This design comes from an exercise in tuning for a short achievable clock period and few clock cycles on the open sky130 flow, not from production work.
RTL that was checked went through simulation tests only; none was proved equivalent to the original.
Power is estimated from default activity; no workload was simulated.

Setup of trial 67:
Design gencp_ack_checker, start of the top module:
module gencp_ack_checker (
    input  wire         clk,
    input  wire         rst,
    input  wire         start,
    input  wire [7:0]   op,
    input  wire [15:0]  rid,
    input  wire [15:0]  cap,
    input  wire [15:0]  rxlen,
    input  wire [703:0] pkt,
    output wire         done,
    output reg  [1:0]   rc,
    output reg  [11:0]  kind,
    output reg  [15:0]  erid,
    output reg  [3:0]   step,
    output reg  [2:0]   reason,
    output reg          warn,
    output reg  [63:0]  val,
    output reg  [511:0] dout,
    output reg  [15:0]  olen,
    output reg  [15:0]  adv
);
clock: 20.0 ns
lec_check: 0
cap_margin: 20
core_area: 5 5 395 395
die_area: 0 0 400 400
slew_margin: 20
standard.sh (not shown) runs the stock make flow with config.mk's settings and CLKGATE_MAP_FILE= SYNTH_SCRIPT=/design/flow/synth_recipe.tcl, a recipe that flattens the netlist after the stock synthesis.
==> flow/flow/run.sh <==
#!/bin/bash
set -euo pipefail
MARGIN=14
bash standard.sh SETUP_SLACK_MARGIN=$MARGIN ADDER_MAP_FILE= MATCH_CELL_FOOTPRINT=0 TNS_END_PERCENT=10 BUFFER_PORTS_ARGS="-buffer_cell sky130_fd_sc_hd__buf_8" PLACE_PINS_ARGS="-min_distance 1 -min_distance_in_tracks" finish > standard.log 2>&1
Testbench counts of trial 67, summed over its fixed seeds: cycles 3,992.
--- input diff trial 67..build 94 ---
-- flow/design.v --
<<< trial 67, line 225
    wire [15:0] tc6_0_m = (ts5_0 & tc5_0) | (ts5_0 & ts5_1) | (tc5_0 & ts5_1);
    wire [15:0] tc6_0 = {tc6_0_m[14:0], tc6_0_m[15]};
    wire warn_v = op_val_wr & ~too_long & ~too_short & ~pre_bad & rid_mm;
    reg        det;
>>> build 94, line 225
    wire [15:0] tc6_0_m = (ts5_0 & tc5_0) | (ts5_0 & ts5_1) | (tc5_0 & ts5_1);
    wire [15:0] tc6_0 = {tc6_0_m[14:0], tc6_0_m[15]};
    wire [15:0] ts7_0 = ts6_0 ^ tc6_0 ^ tc5_1;
    wire [15:0] tc7_0_m = (ts6_0 & tc6_0) | (ts6_0 & tc5_1) | (tc6_0 & tc5_1);
    wire [15:0] tc7_0 = {tc7_0_m[14:0], tc7_0_m[15]};
    wire warn_v = op_val_wr & ~too_long & ~too_short & ~pre_bad & rid_mm;
    reg        det;
<<< trial 67, line 306
    reg  [15:0] q_row0;
    reg  [15:0] q_row1;
    reg  [15:0] q_row2;
    integer j;
    always @(posedge clk) begin
>>> build 94, line 309
    reg  [15:0] q_row0;
    reg  [15:0] q_row1;
    integer j;
    always @(posedge clk) begin
<<< trial 67, line 340
        qa_olen <= {9'd0, m7};
        qa_adv  <= f_scdlen;
        q_row0 <= ts6_0;
        q_row1 <= tc6_0;
        q_row2 <= tc5_1;
    end
    assign done = q_done;
    wire [15:0] us0_0 = q_row0 ^ q_row1 ^ q_row2;
    wire [15:0] uc0_0_m = (q_row0 & q_row1) | (q_row0 & q_row2) | (q_row1 & q_row2);
    wire [15:0] uc0_0 = {uc0_0_m[14:0], uc0_0_m[15]};
    wire zm = zmod(us0_0, uc0_0);
    always @(*) begin
        rc     = zm ? qa_rc   : qb_rc;
>>> build 94, line 342
        qa_olen <= {9'd0, m7};
        qa_adv  <= f_scdlen;
        q_row0 <= ts7_0;
        q_row1 <= tc7_0;
    end
    assign done = q_done;
    wire zm = zmod(q_row0, q_row1);
    always @(*) begin
        rc     = zm ? qa_rc   : qb_rc;
## What came out
Setup WNS trial 67 -> build 94: worse
Comparing instance count on the critical path for trial 67 and build 94, the bigger number came from build 94.
The flow did not stop early for build 94: all stages ran, and the layout cleared the timing, DRC and antenna checks.
Wire length (higher): trial 67
A critical path start-end classification of flop to output pin is what trial 67 shows, while input pin to flop belongs to build 94.
Build 94 and trial 67 ended up with roughly the same first-pass GRT wire length.
Trial 67 → build 94: logic gate share of total power went up by 7.1 points, power went up by 35%.
For build 94, only the layout was checked, not whether the RTL still works.

--- another note on this design; it stands on its own ---

// gencp_ack_checker
module gencp_ack_checker (
    input  wire         clk,
    input  wire         rst,
    input  wire         start,
    input  wire [7:0]   op,
    input  wire [15:0]  rid,
    input  wire [15:0]  cap,
    input  wire [15:0]  rxlen,
    input  wire [703:0] pkt,
    output wire         done,
    output reg  [1:0]   rc,
    output reg  [11:0]  kind,
    output reg  [15:0]  erid,
    output reg  [3:0]   step,
    output reg  [2:0]   reason,
    output reg          warn,
    output reg  [63:0]  val,
    output reg  [511:0] dout,
    output reg  [15:0]  olen,
    output reg  [15:0]  adv
);
    localparam [15:0] PREAMBLE    = 16'h0100;
    localparam [15:0] CMD_RD_ACK  = 16'h0801;
    localparam [15:0] CMD_WR_ACK  = 16'h0803;
    localparam [11:0] CODE_INVALID_PARAMETER = 12'd2;
    localparam [11:0] KIND_CMD_MISMATCH      = 12'd2;
    localparam [1:0] RC_OK = 2'd0, RC_ERR = 2'd1, RC_TRUNC = 2'd2, RC_REFUSED = 2'd3;
    localparam [2:0] RSN_ILLEGAL_OP = 3'd1, RSN_RX_RANGE = 3'd5;
    function [7:0] pbyte(input [703:0] p, input integer i);
        pbyte = p[8*i +: 8];
    endfunction
    function zmod(input [15:0] x, input [15:0] y);
        zmod = (&(x ^ y)) | (~|(x | y)) | (&(x & y));
    endfunction
    wire [15:0] f_preamble = {pkt[7:0],     pkt[15:8]};
    wire [15:0] f_ccd_cs   = {pkt[23:16],   pkt[31:24]};
    wire [15:0] f_scd_cs   = {pkt[39:32],   pkt[47:40]};
    wire [15:0] f_status   = {pkt[71:64],   pkt[79:72]};
    wire [15:0] f_cmd      = {pkt[87:80],   pkt[95:88]};
    wire [15:0] f_scdlen   = {pkt[103:96],  pkt[111:104]};
    wire [15:0] f_reqid    = {pkt[119:112], pkt[127:120]};
    wire op_val_rd = (op == 8'h30);
    wire op_val_wr = (op == 8'h31);
    wire op_ext_b  = (op == 8'h40);
    wire op_ext_sc = (op >= 8'h41) && (op <= 8'h45);
    wire op_legal  = op_val_rd | op_val_wr | op_ext_b | op_ext_sc;
    wire is_read   = ~op_val_wr;
    wire        too_long  = (rxlen > 16'd88);
    wire        too_short = (rxlen < 16'd16);
    wire [16:0] adv_end   = {1'b0, f_scdlen} + 17'd16;
  ...
clock: 20.0 ns
lec_check: 0
cap_margin: 20
core_area: 5 5 395 395
die_area: 0 0 400 400
slew_margin: 20
standard.sh (not shown) runs the stock make flow with config.mk's settings and CLKGATE_MAP_FILE= SYNTH_SCRIPT=/design/flow/synth_recipe.tcl, a recipe that flattens the netlist after the stock synthesis.
==> flow/flow/run.sh <==
#!/bin/bash
set -euo pipefail
MARGIN=14
bash standard.sh PRE_RESIZE_TCL=$PWD/flow/gain.tcl SETUP_SLACK_MARGIN=$MARGIN ADDER_MAP_FILE= MATCH_CELL_FOOTPRINT=0 TNS_END_PERCENT=10 BUFFER_PORTS_ARGS="-buffer_cell sky130_fd_sc_hd__buf_8" PLACE_PINS_ARGS="-min_distance 1 -min_distance_in_tracks" finish > standard.log 2>&1
==> flow/flow/gain.tcl <==
# Gain-based buffering of high-fanout nets before the standard resizing
# (builds balanced buffer trees for the result select nets).
log_cmd estimate_parasitics -placement
set_dont_use $::env(DONT_USE_CELLS)
log_cmd repair_design -buffer_gain 4.0 -verbose
The starting point stopped in placement repair (EST-0104).
Change:
==> flow/flow/run.sh (replaced) <==
#!/bin/bash
set -euo pipefail
MARGIN=14
bash standard.sh SETUP_SLACK_MARGIN=$MARGIN ADDER_MAP_FILE= MATCH_CELL_FOOTPRINT=0 TNS_END_PERCENT=100 BUFFER_PORTS_ARGS="-buffer_cell sky130_fd_sc_hd__buf_8" PLACE_PINS_ARGS="-min_distance 1 -min_distance_in_tracks" finish > standard.log 2>&1
removed: flow/flow/gain.tcl
With this change the flow ended with an error in global routing, error GRT-0116; synthesized cell count is unchanged; synthesized area does not change.
No run of this note included a check of the RTL's function; only the layout flow was run.

[separate check: timing with driven ports]
In the flow no input, the clock included, has a driving cell. The finished layouts below were timed again as built, in two steps. Step 1: set_driving_cell puts a clkbuf_16 on clk and a buf_2 on each other input, an assumption about the parent block. Step 2 adds t to the input delays and takes it off the output delays; t is the mean of the earliest and latest rising clock arrival at the registers after step 1. Input paths then give back, and output paths get back, about the clock's delay inside the block. a / b / c = no drivers / after step 1 / after step 2; a / b = the first two.
run	shift t [ns]	setup WS [ns]	worst setup path after step 2	worst slew at a driven data input, ns	cell pins on the clock port's net
trial 67	0.810	12.381 / 12.105 / 11.294	input to register	0.51	1
build 94	0.792	12.057 / 11.654 / 10.862	input to register	0.60	1
After both steps every run listed still meets setup and hold. The setup slack of build 94, which loses most, moves by -0.403 ns with the drivers and by -1.195 ns with both steps.
